Source: an optimization exercise on an open RTL-to-GDS flow (aim: small area, a short achievable clock period and few clock cycles per item). Production flows keep margins and buffers that such runs may drop.
In this exercise RTL edits were held to simulation tests only and were not proved equivalent to the original.

## flow/design.v

```verilog
module lpc_mul (
    input  wire [9:0]  a,
    input  wire [14:0] b,
    output wire [15:0] p
);
    wire neg0 = a[1] & ~(a[0] & 1'b0);
    wire one0 = a[0] ^ 1'b0;
    wire two0 = (a[1] & ~a[0] & ~1'b0) | (~a[1] & a[0] & 1'b0);
    wire pp0_0 = ((one0 & b[0]) | (two0 & 1'b0)) ^ neg0;
    wire pp0_1 = ((one0 & b[1]) | (two0 & b[0])) ^ neg0;
    wire pp0_2 = ((one0 & b[2]) | (two0 & b[1])) ^ neg0;
    wire pp0_3 = ((one0 & b[3]) | (two0 & b[2])) ^ neg0;
    wire pp0_4 = ((one0 & b[4]) | (two0 & b[3])) ^ neg0;
    wire pp0_5 = ((one0 & b[5]) | (two0 & b[4])) ^ neg0;
    wire pp0_6 = ((one0 & b[6]) | (two0 & b[5])) ^ neg0;
    wire pp0_7 = ((one0 & b[7]) | (two0 & b[6])) ^ neg0;
    wire pp0_8 = ((one0 & b[8]) | (two0 & b[7])) ^ neg0;
    wire pp0_9 = ((one0 & b[9]) | (two0 & b[8])) ^ neg0;
    wire pp0_10 = ((one0 & b[10]) | (two0 & b[9])) ^ neg0;
    wire pp0_11 = ((one0 & b[11]) | (two0 & b[10])) ^ neg0;
    wire pp0_12 = ((one0 & b[12]) | (two0 & b[11])) ^ neg0;
    wire pp0_13 = ((one0 & b[13]) | (two0 & b[12])) ^ neg0;
    wire pp0_14 = ((one0 & b[14]) | (two0 & b[13])) ^ neg0;
    wire pp0_15 = ((one0 & b[14]) | (two0 & b[14])) ^ neg0;
    wire pp0_16 = ((one0 & b[14]) | (two0 & b[14])) ^ neg0;
    wire neg1 = a[3] & ~(a[2] & a[1]);
    wire one1 = a[2] ^ a[1];
    wire two1 = (a[3] & ~a[2] & ~a[1]) | (~a[3] & a[2] & a[1]);
    wire pp1_0 = ((one1 & b[0]) | (two1 & 1'b0)) ^ neg1;
    wire pp1_1 = ((one1 & b[1]) | (two1 & b[0])) ^ neg1;
    wire pp1_2 = ((one1 & b[2]) | (two1 & b[1])) ^ neg1;
    wire pp1_3 = ((one1 & b[3]) | (two1 & b[2])) ^ neg1;
    wire pp1_4 = ((one1 & b[4]) | (two1 & b[3])) ^ neg1;
    wire pp1_5 = ((one1 & b[5]) | (two1 & b[4])) ^ neg1;
    wire pp1_6 = ((one1 & b[6]) | (two1 & b[5])) ^ neg1;
    wire pp1_7 = ((one1 & b[7]) | (two1 & b[6])) ^ neg1;
    wire pp1_8 = ((one1 & b[8]) | (two1 & b[7])) ^ neg1;
    wire pp1_9 = ((one1 & b[9]) | (two1 & b[8])) ^ neg1;
    wire pp1_10 = ((one1 & b[10]) | (two1 & b[9])) ^ neg1;
    wire pp1_11 = ((one1 & b[11]) | (two1 & b[10])) ^ neg1;
    wire pp1_12 = ((one1 & b[12]) | (two1 & b[11])) ^ neg1;
    wire pp1_13 = ((one1 & b[13]) | (two1 & b[12])) ^ neg1;
    wire pp1_14 = ((one1 & b[14]) | (two1 & b[13])) ^ neg1;
    wire pp1_15 = ((one1 & b[14]) | (two1 & b[14])) ^ neg1;
    wire pp1_16 = ((one1 & b[14]) | (two1 & b[14])) ^ neg1;
    wire neg2 = a[5] & ~(a[4] & a[3]);
    wire one2 = a[4] ^ a[3];
    wire two2 = (a[5] & ~a[4] & ~a[3]) | (~a[5] & a[4] & a[3]);
    wire pp2_0 = ((one2 & b[0]) | (two2 & 1'b0)) ^ neg2;
    wire pp2_1 = ((one2 & b[1]) | (two2 & b[0])) ^ neg2;
    wire pp2_2 = ((one2 & b[2]) | (two2 & b[1])) ^ neg2;
    wire pp2_3 = ((one2 & b[3]) | (two2 & b[2])) ^ neg2;
    wire pp2_4 = ((one2 & b[4]) | (two2 & b[3])) ^ neg2;
    wire pp2_5 = ((one2 & b[5]) | (two2 & b[4])) ^ neg2;
    wire pp2_6 = ((one2 & b[6]) | (two2 & b[5])) ^ neg2;
    wire pp2_7 = ((one2 & b[7]) | (two2 & b[6])) ^ neg2;
    wire pp2_8 = ((one2 & b[8]) | (two2 & b[7])) ^ neg2;
    wire pp2_9 = ((one2 & b[9]) | (two2 & b[8])) ^ neg2;
    wire pp2_10 = ((one2 & b[10]) | (two2 & b[9])) ^ neg2;
    wire pp2_11 = ((one2 & b[11]) | (two2 & b[10])) ^ neg2;
    wire pp2_12 = ((one2 & b[12]) | (two2 & b[11])) ^ neg2;
    wire pp2_13 = ((one2 & b[13]) | (two2 & b[12])) ^ neg2;
    wire pp2_14 = ((one2 & b[14]) | (two2 & b[13])) ^ neg2;
    wire pp2_15 = ((one2 & b[14]) | (two2 & b[14])) ^ neg2;
    wire pp2_16 = ((one2 & b[14]) | (two2 & b[14])) ^ neg2;
    wire neg3 = a[7] & ~(a[6] & a[5]);
    wire one3 = a[6] ^ a[5];
    wire two3 = (a[7] & ~a[6] & ~a[5]) | (~a[7] & a[6] & a[5]);
    wire pp3_0 = ((one3 & b[0]) | (two3 & 1'b0)) ^ neg3;
    wire pp3_1 = ((one3 & b[1]) | (two3 & b[0])) ^ neg3;
    wire pp3_2 = ((one3 & b[2]) | (two3 & b[1])) ^ neg3;
    wire pp3_3 = ((one3 & b[3]) | (two3 & b[2])) ^ neg3;
    wire pp3_4 = ((one3 & b[4]) | (two3 & b[3])) ^ neg3;
    wire pp3_5 = ((one3 & b[5]) | (two3 & b[4])) ^ neg3;
    wire pp3_6 = ((one3 & b[6]) | (two3 & b[5])) ^ neg3;
    wire pp3_7 = ((one3 & b[7]) | (two3 & b[6])) ^ neg3;
    wire pp3_8 = ((one3 & b[8]) | (two3 & b[7])) ^ neg3;
    wire pp3_9 = ((one3 & b[9]) | (two3 & b[8])) ^ neg3;
    wire pp3_10 = ((one3 & b[10]) | (two3 & b[9])) ^ neg3;
    wire pp3_11 = ((one3 & b[11]) | (two3 & b[10])) ^ neg3;
    wire pp3_12 = ((one3 & b[12]) | (two3 & b[11])) ^ neg3;
    wire pp3_13 = ((one3 & b[13]) | (two3 & b[12])) ^ neg3;
    wire pp3_14 = ((one3 & b[14]) | (two3 & b[13])) ^ neg3;
    wire pp3_15 = ((one3 & b[14]) | (two3 & b[14])) ^ neg3;
    wire pp3_16 = ((one3 & b[14]) | (two3 & b[14])) ^ neg3;
    wire neg4 = a[9] & ~(a[8] & a[7]);
    wire one4 = a[8] ^ a[7];
    wire two4 = (a[9] & ~a[8] & ~a[7]) | (~a[9] & a[8] & a[7]);
    wire pp4_0 = ((one4 & b[0]) | (two4 & 1'b0)) ^ neg4;
    wire pp4_1 = ((one4 & b[1]) | (two4 & b[0])) ^ neg4;
    wire pp4_2 = ((one4 & b[2]) | (two4 & b[1])) ^ neg4;
    wire pp4_3 = ((one4 & b[3]) | (two4 & b[2])) ^ neg4;
    wire pp4_4 = ((one4 & b[4]) | (two4 & b[3])) ^ neg4;
    wire pp4_5 = ((one4 & b[5]) | (two4 & b[4])) ^ neg4;
    wire pp4_6 = ((one4 & b[6]) | (two4 & b[5])) ^ neg4;
    wire pp4_7 = ((one4 & b[7]) | (two4 & b[6])) ^ neg4;
    wire pp4_8 = ((one4 & b[8]) | (two4 & b[7])) ^ neg4;
    wire pp4_9 = ((one4 & b[9]) | (two4 & b[8])) ^ neg4;
    wire pp4_10 = ((one4 & b[10]) | (two4 & b[9])) ^ neg4;
    wire pp4_11 = ((one4 & b[11]) | (two4 & b[10])) ^ neg4;
    wire pp4_12 = ((one4 & b[12]) | (two4 & b[11])) ^ neg4;
    wire pp4_13 = ((one4 & b[13]) | (two4 & b[12])) ^ neg4;
    wire pp4_14 = ((one4 & b[14]) | (two4 & b[13])) ^ neg4;
    wire pp4_15 = ((one4 & b[14]) | (two4 & b[14])) ^ neg4;
    wire pp4_16 = ((one4 & b[14]) | (two4 & b[14])) ^ neg4;
    wire hs0 = pp0_6 ^ pp1_4;
    wire hc0 = pp0_6 & pp1_4;
    wire hs1 = pp0_7 ^ pp1_5;
    wire hc1 = pp0_7 & pp1_5;
    wire fs0 = pp0_8 ^ pp1_6 ^ pp2_4;
    wire fc0 = (pp0_8 & pp1_6) | (pp0_8 & pp2_4) | (pp1_6 & pp2_4);
    wire hs2 = pp3_2 ^ pp4_0;
    wire hc2 = pp3_2 & pp4_0;
    wire fs1 = pp0_9 ^ pp1_7 ^ pp2_5;
    wire fc1 = (pp0_9 & pp1_7) | (pp0_9 & pp2_5) | (pp1_7 & pp2_5);
    wire hs3 = pp3_3 ^ pp4_1;
    wire hc3 = pp3_3 & pp4_1;
    wire fs2 = pp0_10 ^ pp1_8 ^ pp2_6;
    wire fc2 = (pp0_10 & pp1_8) | (pp0_10 & pp2_6) | (pp1_8 & pp2_6);
    wire hs4 = pp3_4 ^ pp4_2;
    wire hc4 = pp3_4 & pp4_2;
    wire fs3 = pp0_11 ^ pp1_9 ^ pp2_7;
    wire fc3 = (pp0_11 & pp1_9) | (pp0_11 & pp2_7) | (pp1_9 & pp2_7);
    wire hs5 = pp3_5 ^ pp4_3;
    wire hc5 = pp3_5 & pp4_3;
    wire fs4 = pp0_12 ^ pp1_10 ^ pp2_8;
    wire fc4 = (pp0_12 & pp1_10) | (pp0_12 & pp2_8) | (pp1_10 & pp2_8);
    wire hs6 = pp3_6 ^ pp4_4;
    wire hc6 = pp3_6 & pp4_4;
    wire fs5 = pp0_13 ^ pp1_11 ^ pp2_9;
    wire fc5 = (pp0_13 & pp1_11) | (pp0_13 & pp2_9) | (pp1_11 & pp2_9);
    wire hs7 = pp3_7 ^ pp4_5;
    wire hc7 = pp3_7 & pp4_5;
    wire fs6 = pp0_14 ^ pp1_12 ^ pp2_10;
    wire fc6 = (pp0_14 & pp1_12) | (pp0_14 & pp2_10) | (pp1_12 & pp2_10);
    wire hs8 = pp3_8 ^ pp4_6;
    wire hc8 = pp3_8 & pp4_6;
    wire fs7 = pp0_15 ^ pp1_13 ^ pp2_11;
    wire fc7 = (pp0_15 & pp1_13) | (pp0_15 & pp2_11) | (pp1_13 & pp2_11);
    wire hs9 = pp3_9 ^ pp4_7;
    wire hc9 = pp3_9 & pp4_7;
    wire fs8 = ~pp0_16 ^ pp1_14 ^ pp2_12;
    wire fc8 = (~pp0_16 & pp1_14) | (~pp0_16 & pp2_12) | (pp1_14 & pp2_12);
    wire fs9 = pp3_10 ^ pp4_8 ^ 1'b1;
    wire fc9 = (pp3_10 & pp4_8) | (pp3_10 & 1'b1) | (pp4_8 & 1'b1);
    wire fs10 = pp1_15 ^ pp2_13 ^ pp3_11;
    wire fc10 = (pp1_15 & pp2_13) | (pp1_15 & pp3_11) | (pp2_13 & pp3_11);
    wire hs10 = pp4_9 ^ 1'b1;
    wire hc10 = pp4_9 & 1'b1;
    wire fs11 = ~pp1_16 ^ pp2_14 ^ pp3_12;
    wire fc11 = (~pp1_16 & pp2_14) | (~pp1_16 & pp3_12) | (pp2_14 & pp3_12);
    wire hs11 = pp2_15 ^ pp3_13;
    wire hc11 = pp2_15 & pp3_13;
    wire hs12 = pp0_4 ^ pp1_2;
    wire hc12 = pp0_4 & pp1_2;
    wire hs13 = pp0_5 ^ pp1_3;
    wire hc13 = pp0_5 & pp1_3;
    wire fs12 = pp2_2 ^ pp3_0 ^ neg3;
    wire fc12 = (pp2_2 & pp3_0) | (pp2_2 & neg3) | (pp3_0 & neg3);
    wire fs13 = pp2_3 ^ pp3_1 ^ hs1;
    wire fc13 = (pp2_3 & pp3_1) | (pp2_3 & hs1) | (pp3_1 & hs1);
    wire fs14 = neg4 ^ fs0 ^ hs2;
    wire fc14 = (neg4 & fs0) | (neg4 & hs2) | (fs0 & hs2);
    wire fs15 = fs1 ^ hs3 ^ fc0;
    wire fc15 = (fs1 & hs3) | (fs1 & fc0) | (hs3 & fc0);
    wire fs16 = fs2 ^ hs4 ^ fc1;
    wire fc16 = (fs2 & hs4) | (fs2 & fc1) | (hs4 & fc1);
    wire fs17 = fs3 ^ hs5 ^ fc2;
    wire fc17 = (fs3 & hs5) | (fs3 & fc2) | (hs5 & fc2);
    wire fs18 = fs4 ^ hs6 ^ fc3;
    wire fc18 = (fs4 & hs6) | (fs4 & fc3) | (hs6 & fc3);
    wire fs19 = fs5 ^ hs7 ^ fc4;
    wire fc19 = (fs5 & hs7) | (fs5 & fc4) | (hs7 & fc4);
    wire fs20 = fs6 ^ hs8 ^ fc5;
    wire fc20 = (fs6 & hs8) | (fs6 & fc5) | (hs8 & fc5);
    wire fs21 = fs7 ^ hs9 ^ fc6;
    wire fc21 = (fs7 & hs9) | (fs7 & fc6) | (hs9 & fc6);
    wire fs22 = fs8 ^ fs9 ^ fc7;
    wire fc22 = (fs8 & fs9) | (fs8 & fc7) | (fs9 & fc7);
    wire fs23 = fs10 ^ hs10 ^ fc8;
    wire fc23 = (fs10 & hs10) | (fs10 & fc8) | (hs10 & fc8);
    wire fs24 = pp4_10 ^ fs11 ^ fc10;
    wire fc24 = (pp4_10 & fs11) | (pp4_10 & fc10) | (fs11 & fc10);
    wire fs25 = pp4_11 ^ 1'b1 ^ hs11;
    wire fc25 = (pp4_11 & 1'b1) | (pp4_11 & hs11) | (1'b1 & hs11);
    wire fs26 = ~pp2_16 ^ pp3_14 ^ pp4_12;
    wire fc26 = (~pp2_16 & pp3_14) | (~pp2_16 & pp4_12) | (pp3_14 & pp4_12);
    wire hs14 = pp3_15 ^ pp4_13;
    wire hc14 = pp3_15 & pp4_13;
    wire hs15 = pp0_2 ^ pp1_0;
    wire hc15 = pp0_2 & pp1_0;
    wire hs16 = pp0_3 ^ pp1_1;
    wire hc16 = pp0_3 & pp1_1;
    wire fs27 = pp2_0 ^ neg2 ^ hs12;
    wire fc27 = (pp2_0 & neg2) | (pp2_0 & hs12) | (neg2 & hs12);
    wire fs28 = pp2_1 ^ hs13 ^ hc12;
    wire fc28 = (pp2_1 & hs13) | (pp2_1 & hc12) | (hs13 & hc12);
    wire fs29 = hs0 ^ fs12 ^ hc13;
    wire fc29 = (hs0 & fs12) | (hs0 & hc13) | (fs12 & hc13);
    wire fs30 = hc0 ^ fs13 ^ fc12;
    wire fc30 = (hc0 & fs13) | (hc0 & fc12) | (fs13 & fc12);
    wire fs31 = hc1 ^ fs14 ^ fc13;
    wire fc31 = (hc1 & fs14) | (hc1 & fc13) | (fs14 & fc13);
    wire fs32 = hc2 ^ fs15 ^ fc14;
    wire fc32 = (hc2 & fs15) | (hc2 & fc14) | (fs15 & fc14);
    wire fs33 = hc3 ^ fs16 ^ fc15;
    wire fc33 = (hc3 & fs16) | (hc3 & fc15) | (fs16 & fc15);
    wire fs34 = hc4 ^ fs17 ^ fc16;
    wire fc34 = (hc4 & fs17) | (hc4 & fc16) | (fs17 & fc16);
    wire fs35 = hc5 ^ fs18 ^ fc17;
    wire fc35 = (hc5 & fs18) | (hc5 & fc17) | (fs18 & fc17);
    wire fs36 = hc6 ^ fs19 ^ fc18;
    wire fc36 = (hc6 & fs19) | (hc6 & fc18) | (fs19 & fc18);
    wire fs37 = hc7 ^ fs20 ^ fc19;
    wire fc37 = (hc7 & fs20) | (hc7 & fc19) | (fs20 & fc19);
    wire fs38 = hc8 ^ fs21 ^ fc20;
    wire fc38 = (hc8 & fs21) | (hc8 & fc20) | (fs21 & fc20);
    wire fs39 = hc9 ^ fs22 ^ fc21;
    wire fc39 = (hc9 & fs22) | (hc9 & fc21) | (fs22 & fc21);
    wire fs40 = fc9 ^ fs23 ^ fc22;
    wire fc40 = (fc9 & fs23) | (fc9 & fc22) | (fs23 & fc22);
    wire fs41 = hc10 ^ fs24 ^ fc23;
    wire fc41 = (hc10 & fs24) | (hc10 & fc23) | (fs24 & fc23);
    wire fs42 = fc11 ^ fs25 ^ fc24;
    wire fc42 = (fc11 & fs25) | (fc11 & fc24) | (fs25 & fc24);
    wire fs43 = hc11 ^ fs26 ^ fc25;
    wire fc43 = (hc11 & fs26) | (hc11 & fc25) | (fs26 & fc25);
    wire fs44 = 1'b1 ^ hs14 ^ fc26;
    wire fc44 = (1'b1 & hs14) | (1'b1 & fc26) | (hs14 & fc26);
    wire fs45 = ~pp3_16 ^ pp4_14 ^ hc14;
    wire fc45 = (~pp3_16 & pp4_14) | (~pp3_16 & hc14) | (pp4_14 & hc14);
    wire hs17 = pp4_15 ^ 1'b1;
    wire hc17 = pp4_15 & 1'b1;
    wire [24:0] r0 = {~pp4_16, hs17, fs45, fs44, fs43, fs42, fs41, fs40, fs39, fs38, fs37, fs36, fs35, fs34, fs33, fs32, fs31, fs30, fs29, fs28, fs27, hs16, neg1, pp0_1, pp0_0};
    wire [24:0] r1 = {hc17, fc45, fc44, fc43, fc42, fc41, fc40, fc39, fc38, fc37, fc36, fc35, fc34, fc33, fc32, fc31, fc30, fc29, fc28, fc27, hc16, hc15, hs15, 1'b0, neg0};
    wire [24:0] s = r0 + r1;
    assign p = s[24:9];
endmodule
module lpc_mac (
    input  wire [9:0]  a,
    input  wire [14:0] b,
    input  wire [14:0] c,
    output wire [15:0] p
);
    wire neg0 = a[1] & ~(a[0] & 1'b0);
    wire one0 = a[0] ^ 1'b0;
    wire two0 = (a[1] & ~a[0] & ~1'b0) | (~a[1] & a[0] & 1'b0);
    wire pp0_0 = ((one0 & b[0]) | (two0 & 1'b0)) ^ neg0;
    wire pp0_1 = ((one0 & b[1]) | (two0 & b[0])) ^ neg0;
    wire pp0_2 = ((one0 & b[2]) | (two0 & b[1])) ^ neg0;
    wire pp0_3 = ((one0 & b[3]) | (two0 & b[2])) ^ neg0;
    wire pp0_4 = ((one0 & b[4]) | (two0 & b[3])) ^ neg0;
    wire pp0_5 = ((one0 & b[5]) | (two0 & b[4])) ^ neg0;
    wire pp0_6 = ((one0 & b[6]) | (two0 & b[5])) ^ neg0;
    wire pp0_7 = ((one0 & b[7]) | (two0 & b[6])) ^ neg0;
    wire pp0_8 = ((one0 & b[8]) | (two0 & b[7])) ^ neg0;
    wire pp0_9 = ((one0 & b[9]) | (two0 & b[8])) ^ neg0;
    wire pp0_10 = ((one0 & b[10]) | (two0 & b[9])) ^ neg0;
    wire pp0_11 = ((one0 & b[11]) | (two0 & b[10])) ^ neg0;
    wire pp0_12 = ((one0 & b[12]) | (two0 & b[11])) ^ neg0;
    wire pp0_13 = ((one0 & b[13]) | (two0 & b[12])) ^ neg0;
    wire pp0_14 = ((one0 & b[14]) | (two0 & b[13])) ^ neg0;
    wire pp0_15 = ((one0 & b[14]) | (two0 & b[14])) ^ neg0;
    wire pp0_16 = ((one0 & b[14]) | (two0 & b[14])) ^ neg0;
    wire neg1 = a[3] & ~(a[2] & a[1]);
    wire one1 = a[2] ^ a[1];
    wire two1 = (a[3] & ~a[2] & ~a[1]) | (~a[3] & a[2] & a[1]);
    wire pp1_0 = ((one1 & b[0]) | (two1 & 1'b0)) ^ neg1;
    wire pp1_1 = ((one1 & b[1]) | (two1 & b[0])) ^ neg1;
    wire pp1_2 = ((one1 & b[2]) | (two1 & b[1])) ^ neg1;
    wire pp1_3 = ((one1 & b[3]) | (two1 & b[2])) ^ neg1;
    wire pp1_4 = ((one1 & b[4]) | (two1 & b[3])) ^ neg1;
    wire pp1_5 = ((one1 & b[5]) | (two1 & b[4])) ^ neg1;
    wire pp1_6 = ((one1 & b[6]) | (two1 & b[5])) ^ neg1;
    wire pp1_7 = ((one1 & b[7]) | (two1 & b[6])) ^ neg1;
    wire pp1_8 = ((one1 & b[8]) | (two1 & b[7])) ^ neg1;
    wire pp1_9 = ((one1 & b[9]) | (two1 & b[8])) ^ neg1;
    wire pp1_10 = ((one1 & b[10]) | (two1 & b[9])) ^ neg1;
    wire pp1_11 = ((one1 & b[11]) | (two1 & b[10])) ^ neg1;
    wire pp1_12 = ((one1 & b[12]) | (two1 & b[11])) ^ neg1;
    wire pp1_13 = ((one1 & b[13]) | (two1 & b[12])) ^ neg1;
    wire pp1_14 = ((one1 & b[14]) | (two1 & b[13])) ^ neg1;
    wire pp1_15 = ((one1 & b[14]) | (two1 & b[14])) ^ neg1;
    wire pp1_16 = ((one1 & b[14]) | (two1 & b[14])) ^ neg1;
    wire neg2 = a[5] & ~(a[4] & a[3]);
    wire one2 = a[4] ^ a[3];
    wire two2 = (a[5] & ~a[4] & ~a[3]) | (~a[5] & a[4] & a[3]);
    wire pp2_0 = ((one2 & b[0]) | (two2 & 1'b0)) ^ neg2;
    wire pp2_1 = ((one2 & b[1]) | (two2 & b[0])) ^ neg2;
    wire pp2_2 = ((one2 & b[2]) | (two2 & b[1])) ^ neg2;
    wire pp2_3 = ((one2 & b[3]) | (two2 & b[2])) ^ neg2;
    wire pp2_4 = ((one2 & b[4]) | (two2 & b[3])) ^ neg2;
    wire pp2_5 = ((one2 & b[5]) | (two2 & b[4])) ^ neg2;
    wire pp2_6 = ((one2 & b[6]) | (two2 & b[5])) ^ neg2;
    wire pp2_7 = ((one2 & b[7]) | (two2 & b[6])) ^ neg2;
    wire pp2_8 = ((one2 & b[8]) | (two2 & b[7])) ^ neg2;
    wire pp2_9 = ((one2 & b[9]) | (two2 & b[8])) ^ neg2;
    wire pp2_10 = ((one2 & b[10]) | (two2 & b[9])) ^ neg2;
    wire pp2_11 = ((one2 & b[11]) | (two2 & b[10])) ^ neg2;
    wire pp2_12 = ((one2 & b[12]) | (two2 & b[11])) ^ neg2;
    wire pp2_13 = ((one2 & b[13]) | (two2 & b[12])) ^ neg2;
    wire pp2_14 = ((one2 & b[14]) | (two2 & b[13])) ^ neg2;
    wire pp2_15 = ((one2 & b[14]) | (two2 & b[14])) ^ neg2;
    wire pp2_16 = ((one2 & b[14]) | (two2 & b[14])) ^ neg2;
    wire neg3 = a[7] & ~(a[6] & a[5]);
    wire one3 = a[6] ^ a[5];
    wire two3 = (a[7] & ~a[6] & ~a[5]) | (~a[7] & a[6] & a[5]);
    wire pp3_0 = ((one3 & b[0]) | (two3 & 1'b0)) ^ neg3;
    wire pp3_1 = ((one3 & b[1]) | (two3 & b[0])) ^ neg3;
    wire pp3_2 = ((one3 & b[2]) | (two3 & b[1])) ^ neg3;
    wire pp3_3 = ((one3 & b[3]) | (two3 & b[2])) ^ neg3;
    wire pp3_4 = ((one3 & b[4]) | (two3 & b[3])) ^ neg3;
    wire pp3_5 = ((one3 & b[5]) | (two3 & b[4])) ^ neg3;
    wire pp3_6 = ((one3 & b[6]) | (two3 & b[5])) ^ neg3;
    wire pp3_7 = ((one3 & b[7]) | (two3 & b[6])) ^ neg3;
    wire pp3_8 = ((one3 & b[8]) | (two3 & b[7])) ^ neg3;
    wire pp3_9 = ((one3 & b[9]) | (two3 & b[8])) ^ neg3;
    wire pp3_10 = ((one3 & b[10]) | (two3 & b[9])) ^ neg3;
    wire pp3_11 = ((one3 & b[11]) | (two3 & b[10])) ^ neg3;
    wire pp3_12 = ((one3 & b[12]) | (two3 & b[11])) ^ neg3;
    wire pp3_13 = ((one3 & b[13]) | (two3 & b[12])) ^ neg3;
    wire pp3_14 = ((one3 & b[14]) | (two3 & b[13])) ^ neg3;
    wire pp3_15 = ((one3 & b[14]) | (two3 & b[14])) ^ neg3;
    wire pp3_16 = ((one3 & b[14]) | (two3 & b[14])) ^ neg3;
    wire neg4 = a[9] & ~(a[8] & a[7]);
    wire one4 = a[8] ^ a[7];
    wire two4 = (a[9] & ~a[8] & ~a[7]) | (~a[9] & a[8] & a[7]);
    wire pp4_0 = ((one4 & b[0]) | (two4 & 1'b0)) ^ neg4;
    wire pp4_1 = ((one4 & b[1]) | (two4 & b[0])) ^ neg4;
    wire pp4_2 = ((one4 & b[2]) | (two4 & b[1])) ^ neg4;
    wire pp4_3 = ((one4 & b[3]) | (two4 & b[2])) ^ neg4;
    wire pp4_4 = ((one4 & b[4]) | (two4 & b[3])) ^ neg4;
    wire pp4_5 = ((one4 & b[5]) | (two4 & b[4])) ^ neg4;
    wire pp4_6 = ((one4 & b[6]) | (two4 & b[5])) ^ neg4;
    wire pp4_7 = ((one4 & b[7]) | (two4 & b[6])) ^ neg4;
    wire pp4_8 = ((one4 & b[8]) | (two4 & b[7])) ^ neg4;
    wire pp4_9 = ((one4 & b[9]) | (two4 & b[8])) ^ neg4;
    wire pp4_10 = ((one4 & b[10]) | (two4 & b[9])) ^ neg4;
    wire pp4_11 = ((one4 & b[11]) | (two4 & b[10])) ^ neg4;
    wire pp4_12 = ((one4 & b[12]) | (two4 & b[11])) ^ neg4;
    wire pp4_13 = ((one4 & b[13]) | (two4 & b[12])) ^ neg4;
    wire pp4_14 = ((one4 & b[14]) | (two4 & b[13])) ^ neg4;
    wire pp4_15 = ((one4 & b[14]) | (two4 & b[14])) ^ neg4;
    wire pp4_16 = ((one4 & b[14]) | (two4 & b[14])) ^ neg4;
    wire hs0 = ~pp0_16 ^ pp1_14;
    wire hc0 = ~pp0_16 & pp1_14;
    wire hs1 = pp1_15 ^ pp2_13;
    wire hc1 = pp1_15 & pp2_13;
    wire hs2 = pp0_6 ^ pp1_4;
    wire hc2 = pp0_6 & pp1_4;
    wire hs3 = pp0_7 ^ pp1_5;
    wire hc3 = pp0_7 & pp1_5;
    wire fs0 = pp0_8 ^ pp1_6 ^ pp2_4;
    wire fc0 = (pp0_8 & pp1_6) | (pp0_8 & pp2_4) | (pp1_6 & pp2_4);
    wire hs4 = pp3_2 ^ pp4_0;
    wire hc4 = pp3_2 & pp4_0;
    wire fs1 = pp0_9 ^ pp1_7 ^ pp2_5;
    wire fc1 = (pp0_9 & pp1_7) | (pp0_9 & pp2_5) | (pp1_7 & pp2_5);
    wire fs2 = pp3_3 ^ pp4_1 ^ c[0];
    wire fc2 = (pp3_3 & pp4_1) | (pp3_3 & c[0]) | (pp4_1 & c[0]);
    wire fs3 = pp0_10 ^ pp1_8 ^ pp2_6;
    wire fc3 = (pp0_10 & pp1_8) | (pp0_10 & pp2_6) | (pp1_8 & pp2_6);
    wire fs4 = pp3_4 ^ pp4_2 ^ c[1];
    wire fc4 = (pp3_4 & pp4_2) | (pp3_4 & c[1]) | (pp4_2 & c[1]);
    wire fs5 = pp0_11 ^ pp1_9 ^ pp2_7;
    wire fc5 = (pp0_11 & pp1_9) | (pp0_11 & pp2_7) | (pp1_9 & pp2_7);
    wire fs6 = pp3_5 ^ pp4_3 ^ c[2];
    wire fc6 = (pp3_5 & pp4_3) | (pp3_5 & c[2]) | (pp4_3 & c[2]);
    wire fs7 = pp0_12 ^ pp1_10 ^ pp2_8;
    wire fc7 = (pp0_12 & pp1_10) | (pp0_12 & pp2_8) | (pp1_10 & pp2_8);
    wire fs8 = pp3_6 ^ pp4_4 ^ c[3];
    wire fc8 = (pp3_6 & pp4_4) | (pp3_6 & c[3]) | (pp4_4 & c[3]);
    wire fs9 = pp0_13 ^ pp1_11 ^ pp2_9;
    wire fc9 = (pp0_13 & pp1_11) | (pp0_13 & pp2_9) | (pp1_11 & pp2_9);
    wire fs10 = pp3_7 ^ pp4_5 ^ c[4];
    wire fc10 = (pp3_7 & pp4_5) | (pp3_7 & c[4]) | (pp4_5 & c[4]);
    wire fs11 = pp0_14 ^ pp1_12 ^ pp2_10;
    wire fc11 = (pp0_14 & pp1_12) | (pp0_14 & pp2_10) | (pp1_12 & pp2_10);
    wire fs12 = pp3_8 ^ pp4_6 ^ c[5];
    wire fc12 = (pp3_8 & pp4_6) | (pp3_8 & c[5]) | (pp4_6 & c[5]);
    wire fs13 = pp0_15 ^ pp1_13 ^ pp2_11;
    wire fc13 = (pp0_15 & pp1_13) | (pp0_15 & pp2_11) | (pp1_13 & pp2_11);
    wire fs14 = pp3_9 ^ pp4_7 ^ c[6];
    wire fc14 = (pp3_9 & pp4_7) | (pp3_9 & c[6]) | (pp4_7 & c[6]);
    wire fs15 = pp2_12 ^ pp3_10 ^ pp4_8;
    wire fc15 = (pp2_12 & pp3_10) | (pp2_12 & pp4_8) | (pp3_10 & pp4_8);
    wire fs16 = c[7] ^ 1'b1 ^ hs0;
    wire fc16 = (c[7] & 1'b1) | (c[7] & hs0) | (1'b1 & hs0);
    wire fs17 = pp3_11 ^ pp4_9 ^ c[8];
    wire fc17 = (pp3_11 & pp4_9) | (pp3_11 & c[8]) | (pp4_9 & c[8]);
    wire fs18 = 1'b1 ^ hs1 ^ hc0;
    wire fc18 = (1'b1 & hs1) | (1'b1 & hc0) | (hs1 & hc0);
    wire fs19 = ~pp1_16 ^ pp2_14 ^ pp3_12;
    wire fc19 = (~pp1_16 & pp2_14) | (~pp1_16 & pp3_12) | (pp2_14 & pp3_12);
    wire fs20 = pp4_10 ^ c[9] ^ hc1;
    wire fc20 = (pp4_10 & c[9]) | (pp4_10 & hc1) | (c[9] & hc1);
    wire fs21 = pp2_15 ^ pp3_13 ^ pp4_11;
    wire fc21 = (pp2_15 & pp3_13) | (pp2_15 & pp4_11) | (pp3_13 & pp4_11);
    wire hs5 = c[10] ^ 1'b1;
    wire hc5 = c[10] & 1'b1;
    wire fs22 = ~pp2_16 ^ pp3_14 ^ pp4_12;
    wire fc22 = (~pp2_16 & pp3_14) | (~pp2_16 & pp4_12) | (pp3_14 & pp4_12);
    wire hs6 = pp3_15 ^ pp4_13;
    wire hc6 = pp3_15 & pp4_13;
    wire hs7 = pp0_4 ^ pp1_2;
    wire hc7 = pp0_4 & pp1_2;
    wire hs8 = pp0_5 ^ pp1_3;
    wire hc8 = pp0_5 & pp1_3;
    wire fs23 = pp2_2 ^ pp3_0 ^ neg3;
    wire fc23 = (pp2_2 & pp3_0) | (pp2_2 & neg3) | (pp3_0 & neg3);
    wire fs24 = pp2_3 ^ pp3_1 ^ hs3;
    wire fc24 = (pp2_3 & pp3_1) | (pp2_3 & hs3) | (pp3_1 & hs3);
    wire fs25 = neg4 ^ fs0 ^ hs4;
    wire fc25 = (neg4 & fs0) | (neg4 & hs4) | (fs0 & hs4);
    wire fs26 = fs1 ^ fs2 ^ fc0;
    wire fc26 = (fs1 & fs2) | (fs1 & fc0) | (fs2 & fc0);
    wire fs27 = fs3 ^ fs4 ^ fc1;
    wire fc27 = (fs3 & fs4) | (fs3 & fc1) | (fs4 & fc1);
    wire fs28 = fs5 ^ fs6 ^ fc3;
    wire fc28 = (fs5 & fs6) | (fs5 & fc3) | (fs6 & fc3);
    wire fs29 = fs7 ^ fs8 ^ fc5;
    wire fc29 = (fs7 & fs8) | (fs7 & fc5) | (fs8 & fc5);
    wire fs30 = fs9 ^ fs10 ^ fc7;
    wire fc30 = (fs9 & fs10) | (fs9 & fc7) | (fs10 & fc7);
    wire fs31 = fs11 ^ fs12 ^ fc9;
    wire fc31 = (fs11 & fs12) | (fs11 & fc9) | (fs12 & fc9);
    wire fs32 = fs13 ^ fs14 ^ fc11;
    wire fc32 = (fs13 & fs14) | (fs13 & fc11) | (fs14 & fc11);
    wire fs33 = fs15 ^ fs16 ^ fc13;
    wire fc33 = (fs15 & fs16) | (fs15 & fc13) | (fs16 & fc13);
    wire fs34 = fs17 ^ fs18 ^ fc15;
    wire fc34 = (fs17 & fs18) | (fs17 & fc15) | (fs18 & fc15);
    wire fs35 = fs19 ^ fs20 ^ fc17;
    wire fc35 = (fs19 & fs20) | (fs19 & fc17) | (fs20 & fc17);
    wire fs36 = fs21 ^ hs5 ^ fc19;
    wire fc36 = (fs21 & hs5) | (fs21 & fc19) | (hs5 & fc19);
    wire fs37 = c[11] ^ fs22 ^ fc21;
    wire fc37 = (c[11] & fs22) | (c[11] & fc21) | (fs22 & fc21);
    wire fs38 = c[12] ^ 1'b1 ^ hs6;
    wire fc38 = (c[12] & 1'b1) | (c[12] & hs6) | (1'b1 & hs6);
    wire fs39 = ~pp3_16 ^ pp4_14 ^ c[13];
    wire fc39 = (~pp3_16 & pp4_14) | (~pp3_16 & c[13]) | (pp4_14 & c[13]);
    wire hs9 = pp4_15 ^ c[14];
    wire hc9 = pp4_15 & c[14];
    wire hs10 = pp0_2 ^ pp1_0;
    wire hc10 = pp0_2 & pp1_0;
    wire hs11 = pp0_3 ^ pp1_1;
    wire hc11 = pp0_3 & pp1_1;
    wire fs40 = pp2_0 ^ neg2 ^ hs7;
    wire fc40 = (pp2_0 & neg2) | (pp2_0 & hs7) | (neg2 & hs7);
    wire fs41 = pp2_1 ^ hs8 ^ hc7;
    wire fc41 = (pp2_1 & hs8) | (pp2_1 & hc7) | (hs8 & hc7);
    wire fs42 = hs2 ^ fs23 ^ hc8;
    wire fc42 = (hs2 & fs23) | (hs2 & hc8) | (fs23 & hc8);
    wire fs43 = hc2 ^ fs24 ^ fc23;
    wire fc43 = (hc2 & fs24) | (hc2 & fc23) | (fs24 & fc23);
    wire fs44 = hc3 ^ fs25 ^ fc24;
    wire fc44 = (hc3 & fs25) | (hc3 & fc24) | (fs25 & fc24);
    wire fs45 = hc4 ^ fs26 ^ fc25;
    wire fc45 = (hc4 & fs26) | (hc4 & fc25) | (fs26 & fc25);
    wire fs46 = fc2 ^ fs27 ^ fc26;
    wire fc46 = (fc2 & fs27) | (fc2 & fc26) | (fs27 & fc26);
    wire fs47 = fc4 ^ fs28 ^ fc27;
    wire fc47 = (fc4 & fs28) | (fc4 & fc27) | (fs28 & fc27);
    wire fs48 = fc6 ^ fs29 ^ fc28;
    wire fc48 = (fc6 & fs29) | (fc6 & fc28) | (fs29 & fc28);
    wire fs49 = fc8 ^ fs30 ^ fc29;
    wire fc49 = (fc8 & fs30) | (fc8 & fc29) | (fs30 & fc29);
    wire fs50 = fc10 ^ fs31 ^ fc30;
    wire fc50 = (fc10 & fs31) | (fc10 & fc30) | (fs31 & fc30);
    wire fs51 = fc12 ^ fs32 ^ fc31;
    wire fc51 = (fc12 & fs32) | (fc12 & fc31) | (fs32 & fc31);
    wire fs52 = fc14 ^ fs33 ^ fc32;
    wire fc52 = (fc14 & fs33) | (fc14 & fc32) | (fs33 & fc32);
    wire fs53 = fc16 ^ fs34 ^ fc33;
    wire fc53 = (fc16 & fs34) | (fc16 & fc33) | (fs34 & fc33);
    wire fs54 = fc18 ^ fs35 ^ fc34;
    wire fc54 = (fc18 & fs35) | (fc18 & fc34) | (fs35 & fc34);
    wire fs55 = fc20 ^ fs36 ^ fc35;
    wire fc55 = (fc20 & fs36) | (fc20 & fc35) | (fs36 & fc35);
    wire fs56 = hc5 ^ fs37 ^ fc36;
    wire fc56 = (hc5 & fs37) | (hc5 & fc36) | (fs37 & fc36);
    wire fs57 = fc22 ^ fs38 ^ fc37;
    wire fc57 = (fc22 & fs38) | (fc22 & fc37) | (fs38 & fc37);
    wire fs58 = hc6 ^ fs39 ^ fc38;
    wire fc58 = (hc6 & fs39) | (hc6 & fc38) | (fs39 & fc38);
    wire fs59 = 1'b1 ^ hs9 ^ fc39;
    wire fc59 = (1'b1 & hs9) | (1'b1 & fc39) | (hs9 & fc39);
    wire hs12 = ~pp4_16 ^ hc9;
    wire hc12 = ~pp4_16 & hc9;
    wire [24:0] r0 = {hs12, fs59, fs58, fs57, fs56, fs55, fs54, fs53, fs52, fs51, fs50, fs49, fs48, fs47, fs46, fs45, fs44, fs43, fs42, fs41, fs40, hs11, neg1, pp0_1, pp0_0};
    wire [24:0] r1 = {fc59, fc58, fc57, fc56, fc55, fc54, fc53, fc52, fc51, fc50, fc49, fc48, fc47, fc46, fc45, fc44, fc43, fc42, fc41, fc40, hc11, hc10, hs10, 1'b0, neg0};
    wire [24:0] s = r0 + r1;
    assign p = s[24:9];
endmodule
module lpc_excitation (
    input  wire       clk,
    input  wire       rst,
    input  wire       step,
    input  wire       unvoiced,
    input  wire [7:0] pitch,       
    output reg  [7:0] exc          
);
    localparam [12:0] LFSR_SEED = 13'h1FFF;
    localparam [7:0]  NOISE_AMP = 8'd64;
    localparam        CHIRP_LEN = 52;
    reg [12:0] lfsr;
    reg [7:0]  pitch_count;
    function [7:0] chirp;
        input [7:0] idx;
        begin
            case (idx)
                8'd0:  chirp = 8'h00;
                8'd1:  chirp = 8'h03;
                8'd2:  chirp = 8'h0F;
                8'd3:  chirp = 8'h28;
                8'd4:  chirp = 8'h4C;
                8'd5:  chirp = 8'h6C;
                8'd6:  chirp = 8'h71;
                8'd7:  chirp = 8'h50;
                8'd8:  chirp = 8'h25;
                8'd9:  chirp = 8'h26;
                8'd10: chirp = 8'h4C;
                8'd11: chirp = 8'h44;
                8'd12: chirp = 8'h1A;
                8'd13: chirp = 8'h32;
                8'd14: chirp = 8'h3B;
                8'd15: chirp = 8'h13;
                8'd16: chirp = 8'h37;
                8'd17: chirp = 8'h1A;
                8'd18: chirp = 8'h25;
                8'd19: chirp = 8'h1F;
                8'd20: chirp = 8'h1D;
                default: chirp = 8'h00;
            endcase
        end
    endfunction
    wire        fb        = lfsr[12] ^ lfsr[3] ^ lfsr[2] ^ lfsr[0];
    wire [12:0] lfsr_next = {lfsr[11:0], fb};
    wire [7:0]  pc_inc    = pitch_count + 8'd1;
    always @(*) begin
        if (unvoiced)
            exc = lfsr_next[0] ? (~NOISE_AMP + 8'd1) : NOISE_AMP;
        else if (pitch_count < CHIRP_LEN)
            exc = chirp(pitch_count);
        else
            exc = 8'd0;
    end
    always @(posedge clk) begin
        if (rst) begin
            lfsr        <= LFSR_SEED;
            pitch_count <= 8'd0;
        end else if (step) begin
            if (unvoiced) begin
                lfsr <= lfsr_next;
            end else begin
                if (pc_inc >= pitch)
                    pitch_count <= 8'd0;
                else
                    pitch_count <= pc_inc;
            end
        end
    end
endmodule
module lpc_synth (
    input  wire        clk,
    input  wire        rst,
    input  wire        in_valid,
    output wire        in_ready,
    input  wire        unvoiced,
    input  wire [7:0]  pitch,
    input  wire [9:0]  energy,
    input  wire [99:0] k,           
    output reg         out_valid,
    output wire [9:0]  out_sample
);
    localparam [1:0] S_IDLE = 2'd0,    
                     S_C1   = 2'd1,
                     S_C2   = 2'd2,
                     S_C3   = 2'd3;
    reg [1:0]  st;
    reg [1:0]  st_next;
    reg [9:0]  ka  [0:4];           
    reg [15:0] p_r [0:4];           
    reg [14:0] ub  [0:4];           
    reg [3:0]  hi_r;                
    reg [15:0] u10_r;
    reg        unv_r;
    reg [9:0]  prev_energy;
    reg [14:0] x   [0:9];
    reg [4:0]  sel1, sel2, sel34, sel3, sel4;
    wire accept = in_valid && (st == S_C3);
    assign in_ready = (st == S_C3);
    always @(*) begin
        case (st)
            S_IDLE:  st_next = in_valid ? S_C1 : S_IDLE;
            S_C1:    st_next = S_C2;
            S_C2:    st_next = S_C3;
            default: st_next = S_IDLE;
        endcase
        if (rst)
            st_next = S_IDLE;
    end
    wire [7:0] exc;
    lpc_excitation u_exc (
        .clk      (clk),
        .rst      (rst),
        .step     (accept),
        .unvoiced (unv_r),
        .pitch    (pitch),
        .exc      (exc)
    );
    wire [15:0] u10;
    lpc_mul u_mul_e (
        .a (prev_energy),
        .b ({exc[7], exc, 6'd0}),
        .p (u10)
    );
    wire [15:0] m [0:4];
    genvar g;
    generate
        for (g = 0; g < 5; g = g + 1) begin : g_mul
            wire [14:0] b = ({15{sel1[g]}}  & x[g+5])
                          | ({15{sel2[g]}}  & x[g])
                          | ({15{sel34[g]}} & ub[g]);
            wire [14:0] c = ({15{sel3[g]}}  & x[g+5])
                          | ({15{sel4[g]}}  & x[g]);
            lpc_mac u_mac (
                .a (ka[g]),
                .b (b),
                .c (c),
                .p (m[g])
            );
        end
    endgenerate
    wire signed [18:0] base = (st == S_C2) ? {{3{u10_r[15]}}, u10_r}
                                           : {hi_r, ub[0]};
    wire signed [18:0] pe [0:4];
    generate
        for (g = 0; g < 5; g = g + 1) begin : g_pe
            assign pe[g] = {{3{p_r[g][15]}}, p_r[g]};
        end
    endgenerate
    wire signed [18:0] s43  = pe[4] + pe[3];
    wire signed [18:0] s21  = pe[2] + pe[1];
    wire signed [18:0] s4   = base - pe[4];
    wire signed [18:0] s3   = base - s43;
    wire signed [18:0] s432 = s43 + pe[2];
    wire signed [18:0] s2   = base - s432;
    wire signed [18:0] s1   = s3 - s21;
    wire signed [18:0] s0   = s3 - (s21 + pe[0]);
    wire signed [18:0] sfx [0:4];
    assign sfx[0] = s0;
    assign sfx[1] = s1;
    assign sfx[2] = s2;
    assign sfx[3] = s3;
    assign sfx[4] = s4;
    wire signed [18:0] u0 = {hi_r, ub[0]};
    reg [11:0] clamped;
    always @(*) begin
        if (u0 > 19'sd2047)
            clamped = 12'h7FF;
        else if (u0 < -19'sd2048)
            clamped = 12'h800;
        else
            clamped = u0[11:0];
    end
    assign out_sample = clamped[11:2];
    integer i;
    always @(posedge clk) begin
        unv_r <= unvoiced;
        u10_r <= u10;
        hi_r  <= sfx[0][18:15];
        for (i = 0; i < 5; i = i + 1) begin
            ka[i]  <= (st == S_IDLE || st == S_C2) ? k[(i+5)*10 +: 10] : k[i*10 +: 10];
            p_r[i] <= m[i];
            ub[i]  <= sfx[i][14:0];
        end
        st    <= st_next;
        sel1  <= {5{st_next == S_C1}};
        sel2  <= {5{st_next == S_C2}};
        sel34 <= {5{st_next == S_C3 || (st == S_C3 && in_valid)}};
        sel3  <= {5{st_next == S_C3}};
        sel4  <= {5{st == S_C3 && in_valid}};
        if (rst) begin
            out_valid   <= 1'b0;
            prev_energy <= 10'd0;
            for (i = 0; i <= 9; i = i + 1)
                x[i] <= 15'd0;
        end else begin
            out_valid <= accept;
            if (accept) begin
                prev_energy <= energy;
                for (i = 0; i < 4; i = i + 1)
                    x[i+6] <= m[i][14:0];
            end
            if (out_valid) begin
                x[0] <= ub[0];
                for (i = 0; i < 5; i = i + 1)
                    x[i+1] <= m[i][14:0];
            end
        end
    end
endmodule
```

## flow/run.sh

```bash
#!/bin/bash
# synth_recipe.tcl (not shown) runs the flow's synth.tcl, then flattens the netlist and writes it again
# the make line also repeats each setting of config.mk as NAME=value (left out here)
make -C /OpenROAD-flow-scripts/flow DESIGN_CONFIG=/design/flow/config.mk WORK_HOME=/design/flow/orfs CLKGATE_MAP_FILE= SYNTH_SCRIPT=/design/flow/synth_recipe.tcl finish
```

## flow/config.mk

```make
export PLATFORM = sky130hd
export DESIGN_NAME = lpc_synth
export DESIGN_NICKNAME = lpc_synth
export VERILOG_FILES = /design/flow/design.v
export SDC_FILE = /design/flow/constraint.sdc
export NUM_CORES = 4
export LEC_CHECK = 0
export CAP_MARGIN = 20
export CORE_MARGIN = 2
export CORE_UTILIZATION = 60
export PLACE_DENSITY = 0.75
export SLEW_MARGIN = 20
```

## flow/constraint.sdc

```tcl
create_clock -name core_clock -period 12.0 [get_ports {clk}]
set_input_delay 2.4000 -clock core_clock [delete_from_list [all_inputs] [get_ports {clk}]]
set_output_delay 2.4000 -clock core_clock [all_outputs]
set_load 0.01 [all_outputs]
```

==> results of run 1 <==
-- layout make-up --
type,count,area share (%)
Sequential cell,422,18.3
Clock buffer,60,2.87
Inverter,532,4.32
Multi-Input combinational cell,3776,67.5
Antenna cell,4,0.0216
Timing Repair Buffer,180,3.63
Tap cell,940,2.54
Clock inverter,27,0.857
-- final timing paths --
check,from,end,slack (ns),cells after the start
min,u_exc.lfsr[5],u_exc.lfsr[5],0.47,2
max,st[0],hi_r[3],5.04,26
max reg2reg,st[0],hi_r[3],5.04,26
min reg2reg,u_exc.lfsr[5],u_exc.lfsr[5],0.47,2
-- kinds of logic (layout without fill, tap and decap cells) --
family	after synthesis	count (layout)	synth area share (%)
AO/OA/AOI/OAI	1209	1209	19.2
AND/OR/NAND/NOR	1134	1134	11.3
buffers and inverters	849	799	7.47
adder cells (fa/ha/maj)	714	714	26.8
XOR/XNOR	560	560	11.5
flip-flops	422	422	19.7
multiplexers	159	159	3.90
other	0	4	0
-- registers in the layout (all words and copies together) (netlist names), named ones only --
signal	count
hi_r	4
ka	50
out_valid	1
p_r	80
prev_energy	10
sel1	1
sel2	1
sel3	1
sel34	1
sel4	1
st	2
u10_r	16
u_exc.lfsr	13
u_exc.pitch_count	8
ub	75
unv_r	1
x	150
-- routing by layer --
metal / track usage (%) / share of wire (%) / up-vias
li1: - / - / 16900
met2: 51.2 / 46 / 1503
met5: 0 / 0.0060 / -
met1: 43.2 / 43 / 17200
met3: 5.02 / 8.1 / 229
met4: 9.85 / 3.1 / 2
-- per-stage QoR --
step | worst slack (ns) | hold slack [ns]
CTS | 5.17 | 0.473
global route | 4.81 | 0.487
floorplan | 5.75 | 0.440
global placement | 5.41 | 0.450
finish | 5.04 | 0.468
detailed placement | 5.22 | 0.456
-- tightest hold or removal path, stage by stage, from the launching register on --
cell and delay (ns):
dfxtp_1 0.33, nand2_1 0.05, nand3_1 0.06
-- Yosys cell counts, drive strengths merged, types with 35 or more instances --
cell type  instances  area share (%)
clkbuf           280             2.5
a21o              67             1.2
nand2            525             4.6
nand3             67            0.78
dfxtp            422              20
mux2i             97             2.3
fa               343              16
a22oi            433             7.6
mux2              62             1.6
o21a              45            0.79
xor2             125             2.6
nor2             334             2.9
buf               37            0.35
o21ai            242             2.9
inv              529             4.6
o21bai            35            0.61
xnor2            435             9.0
a21oi            187             2.2
ha               364              11
nor3              45            0.53
-- layout by cell type, fill, tap and decap left out, types with 33 or more instances in the layout --
master	Yosys	routed
nand2_1	525	524
inv_1	523	522
a22oi_1	433	433
xnor2_1	433	432
dfxtp_1	422	416
ha_1	364	364
fa_1	343	343
nor2_1	333	332
o21ai_0	217	217
a21oi_1	185	185
clkdlybuf4s50_1	0	132
xor2_1	125	125
mux2i_1	97	97
nand3_1	67	67
a21o_1	65	65
mux2_2	62	62
clkbuf_16	0	48
buf_4	0	48
o21a_1	45	45
nor3_1	45	45
o21bai_1	35	35
nand2b_1	33	33
==> results_dict.tcl, run 1 <==
set metrics [dict create \
    placement.cell_area_mm2 0.0445 \
    cp_top_family "adder cells" \
    start_util_pct 60.8 \
    finalHoldViolCount 0 \
    firstDrtPassIters 9 \
    design_area_mm2 0.0463 \
    via_count 35800 \
    cp.required_ns 12.50 \
    routedWlPerCell_um 19.7 \
    cts_buffers 48 \
    grt_max_degree 74 \
    max_stage_delay_ns 0.61 \
    seq_area_mm2 0.00846 \
    syn_inst 5047 \
    cap_violations 0 \
    grtUsageTotal_pct 31.5 \
    setup_tns_ns 0 \
    fp.dieH_um 271 \
    htree_levels 2 \
    worst_pin_slew_ns 1.21 \
    n_fill_cell 5948 \
    cp_max_fo 21 \
    cp.arrival_ns 7.46 \
    syn_nets 5876 \
    drc 0 \
    synthArstFlopShare_pct 0 \
    postCtsSetupRepairBufs 0 \
    gp_congestion 0.944 \
    cp_num_buf_inv 4 \
    status "finished clean" \
    synth_edf_count 0 \
    portBuffers 133 \
    syn_area_per_cell_um2 8.49 \
    seq_area_frac_synth_pct 19.7 \
    endpoint_kind "register" \
    clk_latency_ns 0.63 \
    slowest_stage "mux2i_1" \
    grt_pass1_wl_mm 187 \
    hold_class "reg2reg" \
    fin_cells 5941 \
    cts-root-buf "clkbuf_16" \
    synth.cell_area_mm2 0.0428 \
    max-slew-margin-rel_pct 18.5 \
    clock_skew_ns 0.0387 \
    die_w_um 271 \
    gr-total-overflow 0 \
    multiInputGateArea_mm2 0.0312 \
    cts_tree "built" \
    yosysWarnings 10 \
    routed_wl_mm 117 \
    final.min_clock_period_ns 6.96 \
    drtIter0Drc 3511 \
    routed_via_density 6.03 \
    clk_pin_slew_ns 0.06 \
    cts_sinks 422 \
    io_pins 134 \
    start_kind "register" \
    setup_viol 0 \
    maxSlewViolCount 0 \
    post-route-period-util_pct 58.0 \
    ys_types 91 \
    post-route-util_pct 65.7 \
    rows 97 \
    ys_ff_latch 422 \
    ctsResizeCount 0 \
    syn2layout_area_growth_pct 8.05 \
    yosys_most_used_dff "dfxtp_1" \
    holdBufCountCts 0 \
    rsz0062_at_grt "false" \
    crit_type "reg2reg" \
    coreArea_mm2 0.0704 \
    grt_pass1_vias 34600 \
    drive_gt1_share_pct 5.22 \
    clockBufferDepth 3 \
    ant_nets 0 \
    nets 5789 \
    dpl.hpwl_mm 88.9 \
    fmax_mhz 144 \
    dp.cells 5850 \
    antenna_found_initial 5 \
    dieArea_mm2 0.0735 \
]
Testbench counts, summed over its fixed seeds: cycles 64,008, items 16,000.
==> inputs of run 2 (changes only) <==
--- a/flow/config.mk
+++ b/flow/config.mk
@@ -7,6 +7,5 @@
 export LEC_CHECK = 0
 export CAP_MARGIN = 20
 export CORE_MARGIN = 2
-export CORE_UTILIZATION = 60
-export PLACE_DENSITY = 0.75
+export CORE_UTILIZATION = 40
 export SLEW_MARGIN = 20
==> run 2 against run 1 <==
Against the previous run: routed wire length up 5.9%; via count shrank 1.1%; fmax is 0.69% higher; critical path type unchanged; highest routed layer unchanged; critical path depth unchanged; synthesized area stayed put.
==> results_dict.tcl, run 2 <==
set metrics [dict create \
    status "finished clean" \
    cts-root-buf "clkbuf_16" \
    grt_max_degree 72 \
    clock_skew_ns 0.0382 \
    max-slew-margin-rel_pct 25.9 \
    drive_gt1_share_pct 5.61 \
    cp.arrival_ns 7.44 \
    syn_nets 5876 \
    design_area_mm2 0.0470 \
    gp_congestion 0.904 \
    biggestRegsByFlops "x: 150 flops, p_r: 80 flops, ub: 75 flops" \
    fp.dieH_um 331 \
    htree_levels 2 \
    hold_class "reg2reg" \
    grt_pass1_wl_mm 197 \
    endpoint_kind "register" \
    start_util_pct 40.2 \
    multiInputGateArea_mm2 0.0312 \
    crit_type "reg2reg" \
    start_kind "register" \
    fmax_mhz 145 \
    antenna_found_initial 6 \
    die_w_um 331 \
    rsz0062_at_grt "false" \
    synthTopCellsByCount "525 x nand2_1, 523 x inv_1, 433 x a22oi_1, 433 x xnor2_1, 422 x dfxtp_1" \
    top_register "x" \
    synthArstFlopShare_pct 0 \
    layout_commonest_cell "nand2_1" \
    dpl.hpwl_mm 95.4 \
    drc 0 \
    cp.required_ns 12.53 \
    nets 5798 \
    worst_pin_slew_ns 1.11 \
    clk_latency_ns 0.67 \
    dieArea_mm2 0.110 \
    holdBufCountCts 0 \
    io_pins 134 \
    n_fill_cell 10500 \
    yosysWarnings 10 \
    cts_buffers 53 \
    synth_most_common_cell "nand2_1" \
    clockBufferDepth 3 \
    postCtsSetupRepairBufs 0 \
    cp_num_buf_inv 4 \
    cap_violations 0 \
    placement.cell_area_mm2 0.0452 \
    grt_pass1_vias 34600 \
    max_stage_delay_ns 0.66 \
    cp_top_family "adder cells" \
    maxSlewViolCount 0 \
    routed_wl_mm 124 \
    clk_pin_slew_ns 0.06 \
    synth.cell_area_mm2 0.0428 \
    portBuffers 133 \
    final_cell_mix "524 x nand2_1, 522 x inv_1, 433 x a22oi_1, 433 x xnor2_1, 416 x dfxtp_1" \
    grtUsageTotal_pct 22.3 \
    cts_tree "built" \
    cp_max_fo 21 \
    synth_edf_count 0 \
    ys_types 91 \
    routed_via_density 5.52 \
    post-route-period-util_pct 57.6 \
    synth_top_cells_by_area "dfxtp_1 20%, fa_1 16%, ha_1 11%" \
    rows 120 \
    drtIter0Drc 2994 \
    yosysTopAreaCellShare_pct 19.7 \
    seq_area_frac_synth_pct 19.7 \
    largest_reg_flops 150 \
    via_count 35400 \
    firstDrtPassIters 6 \
    yosys.area.top_type "dfxtp_1" \
    syn2layout_area_growth_pct 9.85 \
    coreArea_mm2 0.107 \
    ys_ff_latch 422 \
    finalHoldViolCount 0 \
    syn_inst 5047 \
    routedWlPerCell_um 19.4 \
    yosys_most_used_dff "dfxtp_1" \
    cts_sinks 422 \
    setup_viol 0 \
    seq_area_mm2 0.00846 \
    final.min_clock_period_ns 6.91 \
    syn_area_per_cell_um2 8.49 \
    slowest_stage "mux2i_1" \
    setup_tns_ns 0 \
    ant_nets 0 \
    gr-total-overflow 0 \
    ctsResizeCount 0 \
]
[run 2: cell counts after synthesis]
Identical to the previous run, type by type.
[run 2: final timing paths]
kind / startpoint / endpoint / slack (ns) / cells after the start
setup / recovery: st[0] / hi_r[3] / 5.09 / 26
hold / removal: x[9][6] / x[9][6] / 0.47 / 2
setup reg to reg: st[0] / hi_r[3] / 5.09 / 26
hold reg to reg: x[9][6] / x[9][6] / 0.47 / 2
[run 2: logic make-up (layout without fill, tap and decap cells)]
group	Yosys count	after routing	synth area share, %
flops	422	422	19.7
compound gates	1209	1209	19.2
simple gates	1134	1134	11.3
fa+ha+maj	714	714	26.8
mux	159	159	3.90
buf+inv	849	813	7.47
other cells	0	1	0
xor+xnor	560	560	11.5
[run 2: metal layers]
metal | part of all wire [%] | track usage [%] | up-vias
li1 | - | - | 16900
met1 | 45 | 30.9 | 17200
met2 | 46 | 36.9 | 1124
met3 | 6.3 | 2.41 | 176
met4 | 2.5 | 6.18 | 2
met5 | 0.010 | 0 | -
[run 2: worst reg2reg max path, stage by stage, from the launching register on]
cell and delay [ns]:
dfxtp_1 0.31, inv_1 0.09, ha_1 0.15, buf_4 0.29
mux2i_1 0.66, ha_1 0.31, inv_1 0.07, fa_1 0.44
a211oi_1 0.32, o21ai_0 0.18, maj3_2 0.36, a31o_1 0.27
o21ai_4 0.18, a41oi_4 0.15, a2111oi_4 0.42, nor2_2 0.09
maj3_2 0.34, xnor2_2 0.18, fa_1 0.54, inv_1 0.04
ha_1 0.34, and3_1 0.19, a21oi_1 0.09, o21ai_0 0.15
o41ai_1 0.36, xnor2_1 0.19, xnor2_1 0.09
[run 2: layout make-up]
cell class	instances	area share, %
well taps	1403	3.73
clock buffers	58	2.97
flip-flops and latches	422	18.0
diodes	1	0.00532
repair buffers	184	3.68
inverters	532	4.24
clock inverters	39	0.989
multi-input cells	3776	66.4
[run 2: per-stage QoR]
step / setup slack (ns) / util [%] / std cells / hold WS (ns)
after global placement: 5.39 / 42.3 / 6316 / 0.449
after detailed placement: 5.22 / 42.4 / 6317 / 0.456
after CTS: 5.19 / 44.1 / 6414 / 0.471
after global routing: 4.81 / 44.1 / 6414 / 0.492
after floorplan: 5.75 / - / 5047 / 0.440
final: 5.09 / 44.1 / 6415 / 0.472

afterwards: timing with drivers on the ports:
No port has a modelled driver above. Below, the same layouts with a new extraction and two added sets of constraints.
Step 1, drivers: a clkbuf_16 drives clk and a buf_2 each remaining input, both assumed.
Step 2 times the ports against the registers' clock, not the clock port: input delays grow and output delays shrink by t, the midpoint of the rising clock arrivals with the driver on.
Slacks: no drivers / after step 1 / after step 2; pairs: no drivers / after step 1.
run	t (ns)	slack for setup (ns)	worst setup path at the end	worst slew at a driven data input, ns
run 1	0.682	5.044 / 5.044 / 5.044	register to register	0.05
run 2	0.721	5.092 / 5.092 / 5.092	register to register	0.05
After both steps every run listed still meets setup and hold.
